From an optimization exercise on the open Yosys and OpenROAD flow, aimed at small area, a short achievable clock period and few clock cycles; shortcuts taken in it are not production practice. Only simulation tests tie the RTL to the original design; equivalence was not proved.

north:
## prc
module prc (
    input  wire        clk,
    input  wire        rst,             
    input  wire        op_valid,
    input  wire [31:0] op_word,
    output wire        op_ready,
    output reg         resp_valid,
    output reg  [3:0]  resp_code,
    output reg  [15:0] resp_data,
    output reg         ev_pot_write,    
    output reg         ev_gen_freq,     
    output reg         ev_gen_on,       
    output reg         ev_gen_off,      
    output reg         ev_adc_restart,  
    output reg         ev_announce,     
    output wire        out_en,
    output wire [7:0]  pot_pos,
    output wire [15:0] gen_freq
);
    localparam [15:0] DEF_FREQ = 16'd28000;
    localparam [29:0] M_STEP   = 30'd15625;                
    localparam [29:0] M_MAX    = 30'd1023984375;           
    reg [15:0] cfg_freq;
    reg [12:0] cfg_power;
    reg        cfg_runmode;
    reg [15:0] cfg_runticks;
    reg        cfg_ctlmode;
    reg [1:0]  in1_action, in2_action;
    reg        in1_announce, in2_announce;
    reg [15:0] st_freq;
    reg [9:0]  st_duty;
    reg [15:0] st_cur;
    reg [15:0] st_pwr;
    reg [6:0]  st_pos;
    reg [15:0] st_countdown;
    reg        st_en;
    reg        st_estop;
    reg [31:0] pwm_on, pwm_per;
    reg        on_sat, per_sat;
    reg [32:0] pwm_m;           
    reg [6:0]  pwm_ml;          
    reg [1:0]  pwm_phase;
    reg [15:0] cap_t;           
    reg [15:0] cap_low;         
    reg [15:0] pe_d;            
    reg        pe_s2, pe_s3;    
    reg [31:0] adc_sum;
    reg        adc_sat;
    reg [1:0]  adc_ext;         
    reg [15:0] adc_cnt;
    reg        busy;
    reg [5:0]  tcnt;
    reg        m_f, m_a, m_h, m_d, m_pa, m_c, m_pp, m_l, q_d;
    reg        m_f0, m_f16, m_hc;    
    reg        f_ovf, no_pwm, no_adc, p_ovf;
    reg [6:0]  p_r;
    reg [6:0]  p_xr;            
    reg [10:0] p_xa;            
    localparam [3:0] C_SETFREQ = 4'd1, C_SETPWR = 4'd2, C_SETRUN = 4'd3, C_SETCTL = 4'd4,
  ...
Size: roughly 3400 cells after synthesis, ~450 flip-flops, roughly 28000 µm² of cells after synthesis.
Settings: LEC_CHECK=0, CAP_MARGIN=20, CORE_MARGIN=2, CORE_UTILIZATION=40, CTS_BUF_LIST=sky130_fd_sc_hd__clkbuf_8, CTS_CLUSTER_DIAMETER=60, CTS_CLUSTER_SIZE=16, PLACE_DENSITY=0.6, SLEW_MARGIN=20; clock period 12.0 ns.
standard.sh (not shown) runs the stock make flow with config.mk's settings and CLKGATE_MAP_FILE= SYNTH_SCRIPT=/design/flow/synth_recipe.tcl, a recipe that flattens the netlist after the stock synthesis.
==> flow/flow/run.sh <==
#!/bin/bash
set -euo pipefail
bash standard.sh SETUP_SLACK_MARGIN=7.8 finish > standard_make.log 2>&1
Testbench counts of north, summed over its fixed seeds: cycles 57,204.
Relative to north, the following input files were edited for south:
- removing CTS_BUF_LIST (formerly sky130_fd_sc_hd__clkbuf_8)
- removing CTS_CLUSTER_DIAMETER (formerly 60)
- removing CTS_CLUSTER_SIZE (formerly 16)
## What came out
- Status: via count parity (north, south)
- Taking north as the reference, in south final count of negative-setup-slack endpoints essentially unchanged, number of buffers created by CTS increased 7, register-to-register slack increased 0.04 ns, setup slack decreased 0.11 ns, maximum number of pins on one net before global-route repair essentially unchanged.
- The number of fillers in the final layout of south is lower than that of north.
- south against north: register fraction of the total cell area now sits lower; maximum operating frequency moved down.
- Total wire length after detailed routing across north and south: no real change.
- Between north and south, the difference in overall global routing resource usage is negligible.

* * *

Setup of old:
Starting RTL as in the previous note.
Settings: LEC_CHECK=0, CAP_MARGIN=0, CORE_MARGIN=2, CORE_UTILIZATION=40, CTS_BUF_LIST=sky130_fd_sc_hd__clkbuf_8, CTS_CLUSTER_DIAMETER=60, CTS_CLUSTER_SIZE=16, PLACE_DENSITY=0.6, SLEW_MARGIN=0; clock period 12.0 ns.
Scripts as last shown in full above: flow/flow/run.sh
Testbench counts of old, summed over its fixed seeds: cycles 57,204.
Setup changes, old to new
==> flow/flow/run.sh <==
#!/bin/bash
set -euo pipefail
bash standard.sh SETUP_SLACK_MARGIN=8.1 finish > standard_make.log 2>&1
diff --git a/flow/config.mk b/flow/config.mk
--- a/flow/config.mk
+++ b/flow/config.mk
@@ -6,10 +6,10 @@
 export NUM_CORES = 4
 export LEC_CHECK = 0
-export CAP_MARGIN = 0
+export CAP_MARGIN = 20
 export CORE_MARGIN = 2
 export CORE_UTILIZATION = 40
-export CTS_BUF_LIST = sky130_fd_sc_hd__clkbuf_8
+export CTS_BUF_LIST = sky130_fd_sc_hd__clkbuf_8 sky130_fd_sc_hd__clkbuf_16
 export CTS_CLUSTER_DIAMETER = 60
 export CTS_CLUSTER_SIZE = 16
 export PLACE_DENSITY = 0.6
-export SLEW_MARGIN = 0
+export SLEW_MARGIN = 20
--- outcome ---
Multi-input logic portion of the cell area: new vs old down 1.0 points
Route | new vs old | wire longer in new
Run comparison: new worst-path cell with the longest stage delay edfxtp_1; old worst-path cell with the longest stage delay clkdlybuf4s50_1
Going from old to new, count of filler cells inserted in the layout lost 2.8%, cell area grew by 5.2%.
Final cell utilization of the core: new and old compared, higher one is new
Any difference in number of cells on the worst hold path between old and new is small enough to ignore.
new reports its worst setup path startpoint as q_d while old reports st_pos[6].

==> separate check: timing with driven ports <==
The results above use ideal ports. As a check the final layouts listed here were re-extracted and re-timed, cells and wires unchanged.
Step 1 (the two cells are an assumption about what drives the block):
set clk [get_ports {clk}]
set_driving_cell -lib_cell sky130_fd_sc_hd__clkbuf_16 $clk
set_driving_cell -lib_cell sky130_fd_sc_hd__buf_2 [delete_from_list [all_inputs] $clk]
Step 2, shift: input delay + t, output delay - t, t = (earliest + latest rising clock arrival at the registers) / 2. This alone moves slack from input paths to output paths.
Slacks: no drivers / after step 1 / after step 2; pairs: no drivers / after step 1.
run | shift t [ns] | setup WS [ns] | worst setup path after step 2 | clock arrival spread, ns | worst slew at a driven data input, ns
north | 0.701 | 7.892 / 7.838 / 7.317 | input to register | 0.043 / 0.043 | 0.04
south | 0.667 | 7.782 / 7.716 / 7.358 | input to register | 0.027 / 0.027 | 0.04
old | 0.703 | 7.885 / 7.829 / 7.294 | input to register | 0.043 / 0.042 | 0.04
new | 0.655 | 7.944 / 7.944 / 7.560 | input to register | 0.036 / 0.035 | 0.04
After both steps every run listed still meets setup and hold. For old, which loses most, drivers alone change the setup slack by -0.056 ns; drivers and shift together by -0.591 ns.
